Source: an optimization exercise on an open RTL-to-GDS flow (aim: small area). Production flows keep margins and buffers that such runs may drop.
The RTL was checked by simulation tests, not by an equivalence proof against the original design.
No activity file was given, so power comes from the tool's default toggle rates.

==> flow/run.sh <==
#!/bin/bash
# synth_recipe.tcl (not shown) runs the flow's synth.tcl, then flattens the netlist and writes it again
# the make line also repeats each setting of config.mk as NAME=value (left out here)
make -C /OpenROAD-flow-scripts/flow DESIGN_CONFIG=/design/flow/config.mk WORK_HOME=/design/flow/orfs CLKGATE_MAP_FILE= SYNTH_SCRIPT=/design/flow/synth_recipe.tcl finish
==> flow/config.mk <==
export PLATFORM = sky130hd
export DESIGN_NAME = esp_frame_rx
export DESIGN_NICKNAME = esp_frame_rx
export VERILOG_FILES = /design/flow/design.v
export SDC_FILE = /design/flow/constraint.sdc
export NUM_CORES = 4
export LEC_CHECK = 0
export CAP_MARGIN = 20
export CORE_MARGIN = 2
export CORE_UTILIZATION = 50
export CTS_BUF_LIST = sky130_fd_sc_hd__clkbuf_16
export CTS_CLUSTER_DIAMETER = 60
export CTS_CLUSTER_SIZE = 24
export PLACE_DENSITY = 0.65
export SLEW_MARGIN = 20
export SYNTH_HIERARCHICAL = 1
export SYNTH_MINIMUM_KEEP_SIZE = 0
==> flow/constraint.sdc <==
create_clock -name core_clock -period 12.0 [get_ports {clk}]
set_input_delay 2.4000 -clock core_clock [delete_from_list [all_inputs] [get_ports {clk}]]
set_output_delay 2.4000 -clock core_clock [all_outputs]
set_load 0.01 [all_outputs]
==> flow/design.v <==
module esp_frame_rx (
    input  wire        clk,
    input  wire        rst,
    input  wire        cmd_valid,
    output wire        cmd_ready,
    input  wire [7:0]  cmd_op,
    input  wire [15:0] cmd_n,
    output reg         rsp_valid,
    output reg  [2:0]  rsp_tag,
    output wire [3:0]  rsp_code,
    output reg  [8:0]  rsp_a,
    output reg  [7:0]  rsp_b,
    input  wire [6:0]  rd_idx,
    output wire [7:0]  rd_data,
    output wire        src_rd,
    input  wire [1:0]  src_stat,
    input  wire [7:0]  src_data
);
    localparam [7:0] DS = 8'hA5;
    localparam [7:0] DE = 8'h5A;
    localparam [7:0] OP_BUFFER = 8'h01;
    localparam [7:0] OP_PEEK   = 8'h02;
    localparam [7:0] OP_SLICE  = 8'h03;
    localparam [7:0] OP_DRAIN  = 8'h04;
    localparam [7:0] OP_RECV   = 8'h12;
    localparam [2:0] T_READY  = 3'd0;
    localparam [2:0] T_WBLOCK = 3'd1;
    localparam [2:0] T_ERR    = 3'd2;
    localparam [2:0] T_FAULT  = 3'd3;
    localparam [2:0] T_REFUSE = 3'd4;
    localparam [1:0] C_EARLY_END   = 2'd0;
    localparam [1:0] C_CRC         = 2'd1;
    localparam [1:0] C_MISSING_END = 2'd2;
    localparam [1:0] C_TRANSPORT   = 2'd3;
    localparam [2:0] S_IDLE  = 3'd0;
    localparam [2:0] S_BUF   = 3'd1;    
    localparam [2:0] S_PEEK  = 3'd2;    
    localparam [2:0] S_SCAN  = 3'd3;    
    localparam [2:0] S_BODY  = 3'd4;    
    localparam [2:0] S_END   = 3'd5;    
    localparam [2:0] S_DROP  = 3'd6;    
    localparam [2:0] S_DRAIN = 3'd7;    
    reg  [1023:0] ring;
    wire [7:0]    tap = ring[1023:1016];
    reg [6:0] ptr;        
    reg [7:0] count;
    reg [6:0] roff;       
    reg       faulted;
    reg [2:0] state;
    reg [1:0] rsp_code_lo;
    assign rsp_code = {2'b01, rsp_code_lo};
    function [8:0] add8;
        input [7:0] x;
        input [7:0] y;
        input       ci;
        integer k;
        reg c;
        begin
            c = ci;
            for (k = 0; k < 8; k = k + 1) begin
                add8[k] = x[k] ^ y[k] ^ c;
                c = (x[k] & y[k]) | (c & (x[k] ^ y[k]));
            end
            add8[8] = c;
        end
    endfunction
    function [6:0] add7;
        input [6:0] x;
        input [6:0] y;
        input       ci;
        integer k;
        reg c;
        begin
            c = ci;
            for (k = 0; k < 7; k = k + 1) begin
                add7[k] = x[k] ^ y[k] ^ c;
                c = (x[k] & y[k]) | (c & (x[k] ^ y[k]));
            end
        end
    endfunction
    function [7:0] crc8_byte;
        input [7:0] c_in;
        input [7:0] b;
        integer k;
        reg [7:0] c;
        begin
            c = c_in ^ b;
            for (k = 0; k < 8; k = k + 1)
                c = c[0] ? ((c >> 1) ^ 8'h8C) : (c >> 1);
            crc8_byte = c;
        end
    endfunction
    wire idle = (state == S_IDLE);
    wire take = cmd_valid && idle;
    assign cmd_ready = idle;
    wire head_at_tap = (ptr == 7'd0);
    wire tail_at_tap = (ptr == count[6:0]);
    assign src_rd = !rst && (state == S_BUF) && !count[7] && tail_at_tap && !rsp_code_lo[1];
    rx_rdport u_rd (.addr(add7(roff, rd_idx, 1'b0)), .ring(ring), .q(rd_data));
    always @(posedge clk)
        ring <= {ring[1015:0], src_rd ? src_data : tap};
    reg  [7:0] cx;
    reg        cc;
    always @(*) begin
        case (state)
        S_IDLE:  begin cx = ~cmd_n[7:0];   cc = 1'b1; end   
        S_BUF:   begin cx = 8'h00;         cc = 1'b1; end   
        S_END:   begin cx = ~{1'b0, ptr};  cc = 1'b0; end   
        default: begin cx = 8'hFF;         cc = 1'b0; end   
        endcase
    end
    wire [8:0] csum = add8(count, cx, cc);
    wire       cge  = csum[8];      
    wire len_at_tap = (ptr == 7'd1);
    wire at_cb      = (ptr == add7(rsp_b[6:0], 7'd2, 1'b0)) && !len_at_tap;
    wire op_ok = (cmd_op == OP_BUFFER) || (cmd_op == OP_PEEK) || (cmd_op == OP_SLICE) ||
                 (cmd_op == OP_DRAIN) || (cmd_op == OP_RECV);
    always @(posedge clk) begin
        case (state)
        S_IDLE:  rsp_tag <= !op_ok ? T_REFUSE : faulted ? T_FAULT :
                            (cmd_op == OP_DRAIN) ? T_FAULT : T_READY;
        S_BUF:   rsp_tag <= rsp_code_lo[1] ? T_ERR : T_READY;
        S_SCAN:  rsp_tag <= T_WBLOCK;
        S_BODY:  rsp_tag <= T_WBLOCK;
        S_END:   rsp_tag <= cge ? T_READY : T_WBLOCK;
        S_DROP:  rsp_tag <= T_ERR;
        default: rsp_tag <= T_READY;
        endcase
    end
    reg b_tap, b_ptr;
    reg a_cnt, a_tap, a_8, a_crc, a_ptr, a_roff, a_clr;
    wire [7:0] crc_next = crc8_byte(rsp_a[7:0], tap);
    always @(posedge clk) begin
        b_tap = 1'b0;
        b_ptr = 1'b0;
        a_cnt = 1'b0;
        a_tap = 1'b0;
        a_8   = 1'b0;
        a_crc = 1'b0;
        a_ptr = 1'b0;
        a_roff = 1'b0;
        a_clr = 1'b0;
        ptr  <= add7(ptr, 7'd0, 1'b1);
        roff <= add7(roff, 7'h7F, 1'b0);
        rsp_valid <= 1'b0;
        if (rst) begin
            state   <= S_IDLE;
            ptr     <= 7'd0;
            count   <= 8'd0;
            faulted <= 1'b0;
        end else begin
            case (state)
            S_IDLE: if (take) begin
                if (!op_ok || faulted) begin
                    rsp_valid <= 1'b1;
                end else begin
                    case (cmd_op)
                    OP_BUFFER: begin
                        rsp_code_lo[1] <= 1'b0;
                        state          <= S_BUF;
                    end
                    OP_PEEK: begin
                        rsp_code_lo[0] <= 1'b0;
                        if (count == 8'd0) begin
                            rsp_valid <= 1'b1;
                            a_cnt = 1'b1;
                        end else
                            state <= S_PEEK;
                    end
                    OP_SLICE: begin
                        rsp_code_lo[0] <= 1'b1;
                        state          <= S_PEEK;
                    end
                    OP_DRAIN: begin
                        if (!cge || cmd_n[15:8] != 8'd0) begin
                            rsp_valid <= 1'b1;
                            faulted   <= 1'b1;
                        end else begin
                            count <= csum[7:0];
                            roff  <= cmd_n[6:0];
                            state <= S_DRAIN;
                        end
                    end
                    default: state <= S_SCAN;    
                    endcase
                end
            end
            S_BUF: begin
                if (count[7]) begin
                    rsp_valid <= 1'b1;
                    state     <= S_IDLE;
                end else if (tail_at_tap) begin
                    if (rsp_code_lo[1]) begin
                        rsp_valid <= 1'b1;
                        a_tap = 1'b1;
                        state     <= S_IDLE;
                    end else if (src_stat[1]) begin
                        rsp_code_lo <= C_TRANSPORT;
                    end else if (src_stat[0]) begin
                        count <= csum[7:0];
                    end else begin
                        rsp_valid <= 1'b1;
                        state     <= S_IDLE;
                    end
                end
            end
            S_PEEK: if (head_at_tap) begin
                rsp_valid <= 1'b1;
                state     <= S_IDLE;
                if (rsp_code_lo[0]) begin
                    roff  <= 7'h7F;
                    a_cnt = 1'b1;
                end else begin
                    a_tap = 1'b1;
                    a_8   = 1'b1;
                end
            end
            S_DRAIN: begin
                if (roff == 7'd0) begin
                    rsp_valid <= 1'b1;
                    state     <= S_IDLE;
                end else
                    ptr <= ptr;
            end
            S_SCAN: begin
                a_clr = 1'b1;
                rsp_code_lo[1] <= 1'b0;
                if (count == 8'd0) begin
                    rsp_valid <= 1'b1;
                    state     <= S_IDLE;
                end else if (head_at_tap) begin
                    if (tap == DS) begin
                        state <= S_BODY;
                    end else begin
                        ptr   <= ptr;
                        count <= csum[7:0];
                    end
                end
            end
            S_BODY: begin
                if (len_at_tap) begin
                    roff  <= 7'd0;       
                    b_tap = 1'b1;
                    if (count[7:1] == 7'd0 || tap > 8'd124) begin
                        rsp_valid <= 1'b1;
                        state     <= S_IDLE;
                    end
                end
                if (at_cb) begin
                    b_tap = 1'b1;
                    state <= S_END;
                end else
                    a_crc = 1'b1;
                if (tap == DE)
                    rsp_code_lo[1] <= 1'b1;
            end
            S_END: begin
                state <= S_DROP;
                if (!cge) begin
                    rsp_valid <= 1'b1;
                    state     <= S_IDLE;
                end else if (tap != DE && rsp_code_lo[1]) begin
                    rsp_code_lo <= C_EARLY_END;
                    b_ptr = 1'b1;
                end else if (rsp_a[7:0] != rsp_b) begin
                    rsp_code_lo <= C_CRC;
                end else if (tap != DE) begin
                    rsp_code_lo <= C_MISSING_END;
                    a_ptr = 1'b1;
                    b_tap = 1'b1;
                end else begin
                    rsp_valid <= 1'b1;
                    a_roff = 1'b1;
                    ptr       <= 7'd0;
                    count     <= csum[7:0];
                    state     <= S_IDLE;
                end
            end
            S_DROP: begin
                if (rsp_code_lo == C_EARLY_END) begin
                    if (head_at_tap)
                        a_clr = 1'b1;
                    else if (tap == DE)
                        a_ptr = 1'b1;
                end
                if (rsp_code_lo == C_EARLY_END ? (ptr == rsp_b[6:0]) : (ptr == 7'h7F)) begin
                    rsp_valid <= 1'b1;
                    roff      <= 7'd0;
                    ptr       <= ptr;
                    count     <= csum[7:0];
                    state     <= S_IDLE;
                end
            end
            default: state <= S_IDLE;
            endcase
        end
        rsp_b <= ({8{b_tap}} & tap) | ({8{b_ptr}} & {1'b0, ptr}) |
                 ({8{!b_tap && !b_ptr}} & rsp_b);
        rsp_a <= ({9{a_cnt}} & {1'b0, count}) | ({9{a_tap}} & {a_8, tap}) |
                 ({9{a_crc}} & {1'b0, crc_next}) | ({9{a_ptr}} & {2'b00, ptr}) |
                 ({9{a_roff}} & {2'b00, ~roff}) |
                 ({9{!(a_cnt || a_tap || a_crc || a_ptr || a_roff || a_clr)}} & rsp_a);
    end
endmodule
module rx_rdport (
    input  wire [6:0]    addr,
    input  wire [1023:0] ring,
    output wire [7:0]    q
);
    wire [127:0] sel;
    rx_dec128 u_dec (.a(addr), .sel(sel));
    genvar b, i;
    generate
        for (b = 0; b < 8; b = b + 1) begin : gbit
            wire [127:0] d;
            for (i = 0; i < 128; i = i + 1) begin : gbyte
                assign d[i] = ring[8*(127 - i) + b];
            end
            rx_sel128 u_sel (.sel(sel), .d(d), .q(q[b]));
        end
    endgenerate
endmodule
module rx_dec128 (
    input  wire [6:0]   a,
    output wire [127:0] sel
);
    wire [7:0]  lo_n;
    wire [15:0] hi_n;
    rx_pre3 u_lo (.a(a[2:0]), .y_n(lo_n));
    rx_pre4 u_hi (.a(a[6:3]), .y_n(hi_n));
    genvar h, l;
    generate
        for (h = 0; h < 16; h = h + 1) begin : gh
            for (l = 0; l < 8; l = l + 1) begin : gl
                rx_nor2 u_n (.a(hi_n[h]), .b(lo_n[l]), .y(sel[8*h + l]));
            end
        end
    endgenerate
endmodule
module rx_pre3 (
    input  wire [2:0] a,
    output wire [7:0] y_n
);
    assign y_n = ~(8'd1 << a);
endmodule
module rx_pre4 (
    input  wire [3:0]  a,
    output wire [15:0] y_n
);
    wire [3:0] p, q;
    rx_pre2 u_p (.a(a[1:0]), .y(p));
    rx_pre2 u_q (.a(a[3:2]), .y(q));
    genvar i, j;
    generate
        for (i = 0; i < 4; i = i + 1) begin : gi
            for (j = 0; j < 4; j = j + 1) begin : gj
                rx_nand2 u_n (.a(q[i]), .b(p[j]), .y(y_n[4*i + j]));
            end
        end
    endgenerate
endmodule
module rx_pre2 (
    input  wire [1:0] a,
    output wire [3:0] y
);
    assign y = 4'd1 << a;
endmodule
module rx_nand2 (
    input  wire a, b,
    output wire y
);
    assign y = ~(a & b);
endmodule
module rx_nor2 (
    input  wire a, b,
    output wire y
);
    assign y = ~(a | b);
endmodule
module rx_sel128 (
    input  wire [127:0] sel,
    input  wire [127:0] d,
    output wire         q
);
    wire [42:0] t;
    genvar g;
    generate
        for (g = 0; g < 42; g = g + 1) begin : grp
            rx_aoi222 u_g (.a0(sel[3*g]),   .b0(d[3*g]),
                           .a1(sel[3*g+1]), .b1(d[3*g+1]),
                           .a2(sel[3*g+2]), .b2(d[3*g+2]), .y(t[g]));
        end
    endgenerate
    rx_aoi22 u_last (.a0(sel[126]), .b0(d[126]), .a1(sel[127]), .b1(d[127]), .y(t[42]));
    rx_nand43 u_or (.x(t), .y(q));
endmodule
module rx_aoi222 (
    input  wire a0, b0, a1, b1, a2, b2,
    output wire y
);
    assign y = ~((a0 & b0) | (a1 & b1) | (a2 & b2));
endmodule
module rx_aoi22 (
    input  wire a0, b0, a1, b1,
    output wire y
);
    assign y = ~((a0 & b0) | (a1 & b1));
endmodule
module rx_nand43 (
    input  wire [42:0] x,
    output wire        y
);
    assign y = ~&x;
endmodule
==> results of run 1 <==
[cells in the mapped netlist, types with 8 or more instances]
cell | n | share of area [%]
a21o_1 | 8 | 0.20
a21oi_1 | 36 | 0.61
a222oi_1 | 336 | 11
a22o_1 | 9 | 0.27
a22oi_2 | 8 | 0.34
and2_1 | 8 | 0.17
clkbuf_1 | 19 | 0.24
dfxtp_1 | 1071 | 72
fa_1 | 13 | 0.88
ha_1 | 17 | 0.72
inv_1 | 22 | 0.28
mux2_2 | 10 | 0.38
mux2i_1 | 11 | 0.37
nand2_1 | 51 | 0.64
nand2b_1 | 14 | 0.30
nand3_1 | 35 | 0.59
nand4_1 | 87 | 1.8
nor2_1 | 178 | 2.3
nor3_1 | 18 | 0.30
nor4_1 | 24 | 0.51
o21ai_0 | 14 | 0.24
o22ai_1 | 17 | 0.36
xnor2_1 | 29 | 0.86
xor2_1 | 21 | 0.62
[power by group through the flow]
| stage | clock network (mW) | logic [mW] | registers [mW] |
|---|---|---|---|
| 6_report | 2.01 | 1.24 | 3.77 |
| 3_5_place_dp | 0 | 1.20 | 3.85 |
| 2_1_floorplan | 0 | 0.727 | 3.82 |
| 5_1_grt | 2.18 | 1.32 | 3.79 |
| 3_3_place_gp | 0 | 1.18 | 3.85 |
| 4_1_cts | 2.05 | 1.21 | 3.77 |
[state kept, by name, indices dropped and copies added (netlist names)]
name         flops
ring          1024
rsp_a            9
count            8
rsp_b            8
ptr              7
roff             7
rsp_tag          3
state            3
rsp_code_lo      2
faulted          1
rsp_valid        1
[Yosys stat by module, one instance, submodules excluded, a selection]
module        cells inside  area (um^2)
esp_frame_rx          1547        24800
rx_nand43               15         90.1
rx_pre3                  8         60.1
rx_pre2                  4         26.3
rx_aoi22                 1         12.5
rx_aoi222                1         10.0
rx_nand2                 1         3.75
rx_nor2                  1         3.75
[layer usage]
layer,global-route usage (%),vias to the layer above
met5,0,-
met2,37.7,963
met1,36.4,9651
li1,-,8760
met3,4.12,154
met4,7.84,0
[cell type report]
| cell class | count | share of cell area (%) |
|---|---|---|
| flip-flops and latches | 1073 | 65.2 |
| multi-input cells | 1046 | 24.2 |
| clock buffers | 56 | 4.25 |
| well taps | 773 | 2.93 |
| repair buffers | 87 | 2.56 |
| clock inverters | 17 | 0.649 |
| inverters | 22 | 0.250 |
[how the worst max path moves through the flow]
stage,to
4_1_cts,rd_data[7]
3_5_place_dp,rd_data[7]
5_1_grt,rd_data[3]
6_report,rd_data[7]
3_3_place_gp,rd_data[7]
2_1_floorplan,rd_data[0]
[cell families (layout without fill, tap and decap cells)]
kind of cell	after synthesis	after routing	synth area share [%]
adders and majority gates	30	30	1.59
and+or+nand+nor	469	469	8.21
muxes	21	21	0.750
AOI/OAI and AO/OA	473	473	14.7
DFF	1073	1073	72.4
xor gates and xnor gates	51	51	1.56
other	2	2	0.0253
buffers and inverters	52	182	0.742
[stage by stage]
stage          util [%]  instances  area [um^2]
3_5_place_dp       53.3       3001        31400
6_report           56.1       3074        33000
4_1_cts            56.1       3074        33000
2_1_floorplan         -       2171        29700
3_3_place_gp       53.3       3001        31400
5_1_grt            56.1       3074        33000
==> results.ini, run 1 <==
[status]
status = finished clean

[detailed_routing]
ant_nets = 0
avgRoutedWirePerCell_um = 25.3
drt-met1-wl_mm = 34.4
wl_met3_mm = 6.69
post_drt_via_cell_ratio = 6.35
vias = 19500
drtIter0Drc = 3314
firstDrtPassIters = 13
drc = 0
top_layer = met4
wl_met2_mm = 34.3
wl_mm = 77.7

[clock_tree]
postCtsHoldBufs = 0
post_cts_buffers = 0
cts_buffers = 55
cts_tree = built
clkSinkCount = 1073
clock_latency_ns = 0.64
ctsResizeCount = 0
clk_pin_slew_ns = 0.10
clk_path_buf_depth = 3
htreeDepth = 2
root_buffer = clkbuf_16

[sta]
final-max-slew-violation-count = 0
holdWs_ns = 0.341
post-route-period-util_pct = 96.1
rsz0062_at_grt = no
slew_headroom_pct = 35.3
hold_violations = 0
worst_clock_skew_ns = 0.0175
finalCriticalPeriod_ns = 11.54
worst_pin_slew_ns = 0.962
worst_slack_ns = 0.465
tns_ns = 0
setup_viol = 0
max_freq_ghz = 0.0867

[global_routing]
grt-ovfl-total = 0
grt_max_degree = 38
grt_pass1_wl_mm = 116
antenna_found_initial = 0
grt_usage_pct = 24.9
grt_pass1_vias = 18700

[power_and_ir_drop]
p_int_mw = 4.92
p_sw_mw = 2.10
power_frac_seq_pct = 53.7
pwr-share-clk_pct = 28.6
p_comb_share_pct = 17.6
finalPower_mw = 7.03
swShare_pct = 29.9
p_leak_nw = 12.1
peakVddDrop_v = 0.000144
pwr_density_cell_nw_per_um2 = 213

[floorplanning]
die_w_um = 248
start_util_pct = 50.5
io_pins = 79
rows = 89
die_h_um = 248
core_area_um2 = 58800
dieArea_um2 = 61300

[synth]
synthCells = 2171
ys.flop_type = dfxtp_1
synthDistinctLibCells = 79
ys_seq_area_share_pct = 72.4
syn_area_per_cell_um2 = 13.7
synth_edf_count = 2
syn_area_um2 = 29700
synthArstFlopShare_pct = 0
yosysWarnings = 7
synth_seq_cells = 1073
postSynthNetCount = 2245

[cells_and_area]
seq_area_um2 = 21500
multi_input_area_um2 = 7970
areaGrowthSynthToFinish_pct = 11.1
nFillCells = 4767
final_nets = 2359
layout-drive-gt1-share_pct = 5.39
n_antenna_cell = 0
layout_common_cells = dfxtp_1 (1,071), a222oi_1 (336), nor2_1 (178)
mostFrequentLayoutCell = dfxtp_1

[critical_path]
ff2ff_setup_slack_ns = 6.40
rr_endpoint = count[6]
worst_setup_path_end_kind = output pin
startpoint = rd_idx[0]
crit_fanout = 8
crit_family = simple AND/OR/NAND/NOR gates
crit_cells = 19
criticalPathCategory = input pin to output pin
crit_arrival_ns = 9.14
crit_chain = clkdlybuf4s50_1 > ha_1 > inv_1 > fa_1 > inv_1 > fa_1 > fa_1 > fa_1 > fa_1 > xnor2_1 > xnor2_1 > and2b_2 > nand2_1 > nor2_1 > a222oi_1 > nand4_1 > nor4_1 > nand3_1 > clkdlybuf4s50_1
worst_setup_path_start_kind = input pin
slowest_stage = nor4_1
reg2reg_depth = 18
cp_slowest_stage_delay_ns = 0.85
worst-path-buf-inv = 4
required_ns = 9.60
path_common_cell = fa_1
r2r-start = state[1]

[placed_design]
io_buffers = 76
post-place-ws_ns = 0.694
gp_congestion = 0.955
post-dp-hpwl_mm = 55.7

[hold_path]
hold_class = flip-flop to flip-flop
hold_end = ring[854]
hold_depth = 0
worstHoldStart = ring[846]

[job]
drv_cap = 0

==> run 2, diff against run 1 <==
==> flow/flow/run.sh (new file) <==
#!/bin/bash
# Own flow: the standard layout (standard.sh: the standard synthesis script
# and the ORFS steps to finish) with three options changed:
#  - synthesis maps logic with an area-oriented ABC script (flow/abc_map.script)
#    in place of ORFS's abc_speed.script, which ends with buffering and
#    upsizing; everything else in synthesis, the flip-flops included, is as
#    in the standard synthesis;
#  - port buffers use the smallest buffer cell;
#  - clock tree synthesis uses sink clusters of clkbuf_8 and no dummy loads.
# Each tool's full output stays in the ORFS logs under orfs/logs; make's own
# output goes to layout.log.
set -euo pipefail
here=$(pwd)
mkdir -p scripts
cp -r "$FLOW_HOME/scripts/." scripts/
cp flow/abc_map.script scripts/abc_speed.script
export SCRIPTS_DIR="$here/scripts"
export BUFFER_PORTS_ARGS="-buffer_cell sky130_fd_sc_hd__buf_1"
export CTS_ARGS="-sink_clustering_enable -repair_clock_nets -dont_use_dummy_load -buf_list sky130_fd_sc_hd__clkbuf_8 -sink_clustering_size 18 -sink_clustering_max_diameter 60"
bash standard.sh > layout.log 2>&1
==> flow/flow/abc_map.script (new file) <==
&get -n
&st
&syn2
&dch
&nf
&st
&syn2
&dch
&nf
&put
==> flow/standard.sh (new file) <==
#!/bin/bash
# synth_recipe.tcl (not shown) runs the flow's synth.tcl, then flattens the netlist and writes it again
# the make line also repeats each setting of config.mk as NAME=value (left out here)
make -C /OpenROAD-flow-scripts/flow DESIGN_CONFIG=/design/flow/config.mk WORK_HOME=/design/flow/orfs CLKGATE_MAP_FILE= SYNTH_SCRIPT=/design/flow/synth_recipe.tcl "${@:-finish}"
--- a/flow/config.mk
+++ b/flow/config.mk
@@ -10,5 +10,2 @@
 export CORE_UTILIZATION = 50
-export CTS_BUF_LIST = sky130_fd_sc_hd__clkbuf_16
-export CTS_CLUSTER_DIAMETER = 60
-export CTS_CLUSTER_SIZE = 24
 export PLACE_DENSITY = 0.65
removed: flow/run.sh
==> results.ini, run 2 <==
[status]
status = finished clean

[critical_path]
criticalPathCategory = input pin to output pin
worst_setup_path_end_kind = output pin
crit_arrival_ns = 8.65
required_ns = 9.60
worst_setup_path_start_kind = input pin
reg2reg_depth = 18
crit_fanout = 8

[sta]
max_freq_ghz = 0.0905
slew_headroom_pct = 18.8
hold_violations = 0
rsz0062_at_grt = no
post-route-period-util_pct = 92.0
setup_viol = 0
worst_clock_skew_ns = 0.0884
final-max-slew-violation-count = 0
worst_pin_slew_ns = 1.21
finalCriticalPeriod_ns = 11.05
tns_ns = 0

[placed_design]
post-dp-hpwl_mm = 52.2
io_buffers = 76
gp_congestion = 0.925

[floorplanning]
start_util_pct = 50.8
core_area_um2 = 57900
rows = 88
die_w_um = 246
die_h_um = 246
dieArea_um2 = 60700
io_pins = 79

[global_routing]
grt_usage_pct = 24.0
antenna_found_initial = 2
grt_pass1_wl_mm = 112
grt-ovfl-total = 0
grt_max_degree = 29
grt_pass1_vias = 19200

[hold_path]
hold_class = flip-flop to flip-flop
hold_depth = 0

[cells_and_area]
reg.largest.list = ring: 1024 flops, rsp_a: 9 flops
layout-drive-gt1-share_pct = 3.86
nFillCells = 4856
layout_common_cells = dfxtp_1 (1,071), a222oi_1 (338), nor2_1 (165)
final_nets = 2384
regMostFlops = ring
areaGrowthSynthToFinish_pct = 7.98
mostFrequentLayoutCell = dfxtp_1
largest_reg_flops = 1024

[detailed_routing]
ant_nets = 0
drtIter0Drc = 3086
wl_mm = 74.4
avgRoutedWirePerCell_um = 24.2
post_drt_via_cell_ratio = 6.31
drc = 0
firstDrtPassIters = 10
vias = 19400

[synth]
syn_area_um2 = 29400
synthArstFlopShare_pct = 0
synthTopCellsByArea = dfxtp_1 (73%), a222oi_1 (12%), nor2_1 (2.1%)
ys.flop_type = dfxtp_1
yosysMostFrequentCell = dfxtp_1
postSynthNetCount = 2222
synth_top_area_share_pct = 72.9
synthCells = 2148
synth_seq_cells = 1073
synthDistinctLibCells = 59
synth_largest_area_cell = dfxtp_1
yosysWarnings = 7
ys_seq_area_share_pct = 73.1
syn_area_per_cell_um2 = 13.7
synth_common_cells = dfxtp_1 (1,071), a222oi_1 (338), nor2_1 (165)
synth_edf_count = 2

[clock_tree]
cts_buffers = 73
htreeDepth = 3
clkSinkCount = 1073
root_buffer = clkbuf_8
cts_tree = built
clk_pin_slew_ns = 0.10
clock_latency_ns = 0.68
postCtsHoldBufs = 0
clk_path_buf_depth = 3
post_cts_buffers = 0
ctsResizeCount = 0

[power_and_ir_drop]
peakVddDrop_v = 0.000135
pwr_density_cell_nw_per_um2 = 207
p_leak_nw = 11.6
finalPower_mw = 6.56

[job]
drv_cap = 0

[run 2: cell count changes in the layout (fill, tap and decap cells not counted), moves of 10 or more]
cell / change
a22oi_1: +15
buf_1: +76
clkbuf_16: -56
clkbuf_8: +73
clkdlybuf4s50_1: -76
clkinv_1: +35
inv_1: -25
mux2_2: -10
mux2i_1: -11
nand2_1: +11
nor2_1: -13
nor3_1: +15
o22ai_1: -13
xnor2_1: -12
[run 2: power by group]
part | switching [mW] | internal (mW)
clock network | 1.02 | 0.549
registers | 0.132 | 3.66
logic | 0.883 | 0.321
total | 2.03 | 4.53
[run 2: Yosys stat by module, one instance, submodules excluded, excerpt]
module,flops+latches,cell area [um^2]
esp_frame_rx,1073,24600
rx_aoi22,0,7.51
rx_pre2,0,22.5
rx_pre3,0,60.1
rx_nand43,0,90.1
rx_nand2,0,3.75
rx_aoi222,0,10.0
rx_nor2,0,3.75
[run 2: final timing paths]
path / slack (ns) / startpoint / endpoint
worst max-delay path: 0.95 / rd_idx[0] / rd_data[0]
worst min register to register: 0.28 / ring[13] / ring[21]
worst max register to register: 5.25 / state[2] / count[7]
worst min-delay path: 0.28 / ring[13] / ring[21]
[run 2: final cells by class]
cell class              instances  area [um^2]  area share [%]
flip-flops and latches       1073        21500            67.7
multi-input cells            1037         7750            24.4
clock buffers                  73         1000            3.17
well taps                     765          957            3.02
repair buffers                 89          383            1.21
inverters                      36          135           0.426
diodes                          2         5.00          0.0158
[run 2: metrics by stage]
stage | cells | instance area, um^2 | setup WS (ns) | util, % | hold slack (ns)
final | 3075 | 31700 | 0.954 | 54.8 | 0.283
after global routing | 3075 | 31700 | 0.727 | 54.8 | 0.284
after CTS | 3073 | 31700 | 1.32 | 54.8 | 0.278
after detailed placement | 3000 | 30700 | 1.29 | 53.0 | 0.335
after global placement | 3000 | 30700 | 1.24 | 53.0 | 0.332
after floorplan | 2148 | 29400 | 3.57 | - | 0.330
[run 2: worst max-delay path, stage by stage]
cell,delay [ns]
buf_1,0.08
ha_1,0.19
clkinv_1,0.05
fa_1,0.16
clkinv_1,0.07
fa_1,0.37
fa_1,0.39
fa_1,0.38
fa_1,0.38
xnor2_1,0.15
xnor2_1,0.94
nor2b_1,0.23
nand2_1,0.38
nor2_1,0.23
a222oi_1,0.46
nand4_1,0.29
nor4_1,0.84
nand3_1,0.41
buf_1,0.23
[run 2: metal layers]
layer  GRT usage, %  vias to the layer above  routed length (um)
li1               -                     8826                   -
met1           34.0                     9562               33300
met2           37.1                      870               33200
met3           4.03                      156                5740
met4           8.73                        0                2210
met5              0                        -                   0
[run 2: cell families after synthesis]
family          count (synthesis)  share of synthesized area [%]
flops                        1073                           73.1
compound gates                486                           15.2
simple gates                  474                           8.13
xor+xnor                       45                           1.39
buf+inv                        38                          0.511
fa+ha+maj                      30                           1.61
other cells                     2                         0.0256
==> run 3, diff against run 2 <==
--- a/flow/design.v
+++ b/flow/design.v
@@ -131,2 +131,3 @@
     reg a_cnt, a_tap, a_8, a_crc, a_ptr, a_roff, a_clr;
+    reg roff_ptr;
     wire [7:0] crc_next = crc8_byte(rsp_a[7:0], tap);
@@ -142,2 +143,3 @@
         a_clr = 1'b0;
+        roff_ptr = 1'b0;
         ptr  <= add7(ptr, 7'd0, 1'b1);
@@ -162,3 +164,2 @@
                     OP_PEEK: begin
-                        rsp_code_lo[0] <= 1'b0;
                         if (count == 8'd0) begin
@@ -170,4 +171,5 @@
                     OP_SLICE: begin
-                        rsp_code_lo[0] <= 1'b1;
-                        state          <= S_PEEK;
+                        roff_ptr = 1'b1;
+                        rsp_valid <= 1'b1;
+                        a_cnt = 1'b1;
                     end
@@ -179,3 +181,2 @@
                             count <= csum[7:0];
-                            roff  <= cmd_n[6:0];
                             state <= S_DRAIN;
@@ -209,9 +210,4 @@
                 state     <= S_IDLE;
-                if (rsp_code_lo[0]) begin
-                    roff  <= 7'h7F;
-                    a_cnt = 1'b1;
-                end else begin
-                    a_tap = 1'b1;
-                    a_8   = 1'b1;
-                end
+                a_tap = 1'b1;
+                a_8   = 1'b1;
             end
@@ -296,2 +292,4 @@
         end
+        if (take)
+            roff <= roff_ptr ? ~ptr : cmd_n[6:0];
         rsp_b <= ({8{b_tap}} & tap) | ({8{b_ptr}} & {1'b0, ptr}) |
==> results.ini, run 3 <==
[status]
status = finished clean

[clock_tree]
clkSinkCount = 1073
post_cts_buffers = 0
clock_latency_ns = 0.67
ctsResizeCount = 0
root_buffer = clkbuf_8
htreeDepth = 3
postCtsHoldBufs = 0
clk_path_buf_depth = 3
cts_tree = built
cts_buffers = 73
clk_pin_slew_ns = 0.10

[synth]
postSynthNetCount = 2208
synth_common_cells = dfxtp_1 (1,071), a222oi_1 (338), nor2_1 (165)
synthArstFlopShare_pct = 0
yosysMostFrequentCell = dfxtp_1
synth_edf_count = 2
synthCells = 2134
yosysWarnings = 7
synth_largest_area_cell = dfxtp_1
synth_top_area_share_pct = 73.2
syn_area_um2 = 29300
synthDistinctLibCells = 56
syn_area_per_cell_um2 = 13.7
synth_seq_cells = 1073
ys_seq_area_share_pct = 73.4
ys.flop_type = dfxtp_1
synthTopCellsByArea = dfxtp_1 (73%), a222oi_1 (12%), nor2_1 (2.1%)

[detailed_routing]
avgRoutedWirePerCell_um = 24.3
wl_mm = 74.3
vias = 19300
firstDrtPassIters = 9
drc = 0
post_drt_via_cell_ratio = 6.31
ant_nets = 0
drtIter0Drc = 3046

[sta]
post-route-period-util_pct = 87.6
worst_clock_skew_ns = 0.0584
setup_viol = 0
tns_ns = 0
max_freq_ghz = 0.0952
hold_violations = 0
finalCriticalPeriod_ns = 10.51
slew_headroom_pct = 20.7
final-max-slew-violation-count = 0
worst_pin_slew_ns = 1.19
rsz0062_at_grt = no

[power_and_ir_drop]
peakVddDrop_v = 0.000118
p_leak_nw = 11.5
pwr_density_cell_nw_per_um2 = 206

[placed_design]
gp_congestion = 0.930
io_buffers = 76
post-dp-hpwl_mm = 53.0

[cells_and_area]
largest_reg_flops = 1024
areaGrowthSynthToFinish_pct = 8.15
nFillCells = 4843
regMostFlops = ring
seq_area_um2 = 21500
utilization_pct = 54.8
layout_common_cells = dfxtp_1 (1,071), a222oi_1 (338), nor2_1 (165)
layout-drive-gt1-share_pct = 4.05
multi_input_area_um2 = 7650
mostFrequentLayoutCell = dfxtp_1
reg.largest.list = ring: 1024 flops, rsp_a: 9 flops
final_nets = 2374

[floorplanning]
dieArea_um2 = 60500
die_h_um = 246
start_util_pct = 50.7
rows = 88
die_w_um = 246
io_pins = 79
core_area_um2 = 57800

[critical_path]
required_ns = 9.60
criticalPathCategory = input pin to output pin
reg2reg_depth = 19
crit_arrival_ns = 8.11
ff2ff_setup_slack_ns = 5.43
rr_endpoint = count[5]
crit_fanout = 8
r2r-start = state[2]
worst_setup_path_end_kind = output pin
worst_setup_path_start_kind = input pin

[global_routing]
antenna_found_initial = 1
grt_pass1_wl_mm = 113
grt_usage_pct = 24.1
grt_max_degree = 33
grt_pass1_vias = 18800
grt-ovfl-total = 0

[hold_path]
hold_end = ring[492]
hold_class = flip-flop to flip-flop
worstHoldStart = ring[484]
hold_depth = 0

[job]
drv_cap = 0

## run 3: cell types whose count changed after synthesis, moves of 5 or more
cell      previous run  this run
o21ai_0              8        14
mux2i_1              0         7
a211oi_1             6        13
nor3_1              33        27
nand2_1             62        55
a21o_1              12         0
a221o_1             11         0
a21oi_1             29        34
nor2b_1             12         4
or4_1                7         2
a22o_1               9         2
o22ai_1              4        10
nand3_1             29        41
mux2_1               0         8
## run 3: layout make-up
cell class                 instances  share of cell area, %
clock buffer                      73                   3.17
sequential                      1073                   67.9
tap                              765                   3.02
antenna                            1                0.00790
multi-input combinational       1023                   24.2
timing repair buffer              93                   1.30
inverter                          36                  0.427
## run 3: worst max-delay path by stage
stage | startpoint | endpoint | depth (start not counted)
floorplan | rd_idx[0] | rd_data[0] | 17
global placement | rd_idx[0] | rd_data[3] | 19
detailed placement | rd_idx[0] | rd_data[0] | 19
CTS | rd_idx[0] | rd_data[0] | 19
global route | rd_idx[0] | rd_data[0] | 19
finish | rd_idx[0] | rd_data[3] | 19
## run 3: Yosys stat by module (local to each module, per instance), excerpt
module | cells inside | times used | flip-flops and latches
esp_frame_rx | 1510 | 1 | 1073
rx_aoi22 | 1 | 8 | 0
rx_aoi222 | 1 | 336 | 0
rx_nand2 | 1 | 16 | 0
rx_nand43 | 15 | 8 | 0
rx_nor2 | 1 | 128 | 0
rx_pre2 | 4 | 2 | 0
rx_pre3 | 8 | 1 | 0
## run 3: worst max-delay path, stage by stage
cell and delay [ns]:
buf_1 0.07, ha_1 0.18, clkinv_1 0.05, fa_1 0.18
clkinv_1 0.08, fa_1 0.38, fa_1 0.38, fa_1 0.38
fa_1 0.38, xnor2_1 0.15, xnor2_1 0.57, nor2_1 0.20
nand2_1 0.35, nor2_1 0.24, a222oi_1 0.47, nand4_1 0.25
nor4_1 0.89, nand3_1 0.28, buf_1 0.20
## run 3: logic make-up (layout without fill, tap and decap cells)
kind of cell | Yosys count | after routing | synth area share (%)
flops | 1073 | 1073 | 73.4
compound gates | 475 | 475 | 14.7
simple gates | 456 | 456 | 7.78
xor+xnor | 45 | 45 | 1.39
buf+inv | 38 | 202 | 0.513
fa+ha+maj | 30 | 30 | 1.62
mux | 15 | 15 | 0.547
other cells | 2 | 3 | 0.0256
## run 3: power breakdown
group / switching, mW / internal (mW) / total (mW)
Clock: 1.02 / 0.549 / 1.56
Combinational: 0.875 / 0.327 / 1.20
Sequential: 0.121 / 3.65 / 3.77
Total: 2.01 / 4.52 / 6.54
## run 3: metrics by stage
step / area (um^2) / std cells / total power [mW] / hold WS (ns) / setup WS, ns
2_1_floorplan: 29300 / 2134 / 4.51 / 0.330 / 3.57
3_3_place_gp: 30600 / 2990 / 4.98 / 0.332 / 1.68
3_5_place_dp: 30600 / 2990 / 5.00 / 0.335 / 1.67
4_1_cts: 31600 / 3063 / 6.53 / 0.304 / 1.69
5_1_grt: 31700 / 3064 / 6.80 / 0.316 / 1.35
6_report: 31700 / 3064 / 6.54 / 0.303 / 1.49
## run 3: routing by layer
layer | part of all wire [%] | GRT usage [%] | vias to the layer above
li1 | - | - | 8762
met1 | 45 | 34.6 | 9560
met2 | 44 | 36.7 | 862
met3 | 7.2 | 3.95 | 152
met4 | 3.5 | 8.81 | 0
met5 | 0 | 0 | -

-- port drivers added, routing unchanged --
The results above use ideal ports. As a check the final layouts listed here were re-extracted and re-timed, cells and wires unchanged.
Step 1, drivers: a clkbuf_16 drives clk and a buf_2 each remaining input, both assumed.
Step 2 adds t to the input delays and takes it off the output delays; t is the mean of the earliest and latest rising clock arrival at the registers after step 1. Input paths then give back, and output paths get back, about the clock's delay inside the block.
Three values: no drivers, after step 1, after step 2; two values: the first two.
run	t, ns	setup WS [ns]	worst hold slack (ns)	worst setup path at the end
run 1	0.700	0.465 / 0.443 / 0.443	0.341 / 0.341 / 0.341	input to output
run 2	0.698	0.954 / 0.930 / 0.930	0.283 / 0.283 / 0.283	input to output
run 3	0.701	1.492 / 1.464 / 1.464	0.303 / 0.303 / 0.303	input to output
After both steps setup and hold are still met in every run listed. For run 3, which loses most, drivers alone change the setup slack by -0.028 ns; drivers and shift together by -0.028 ns.
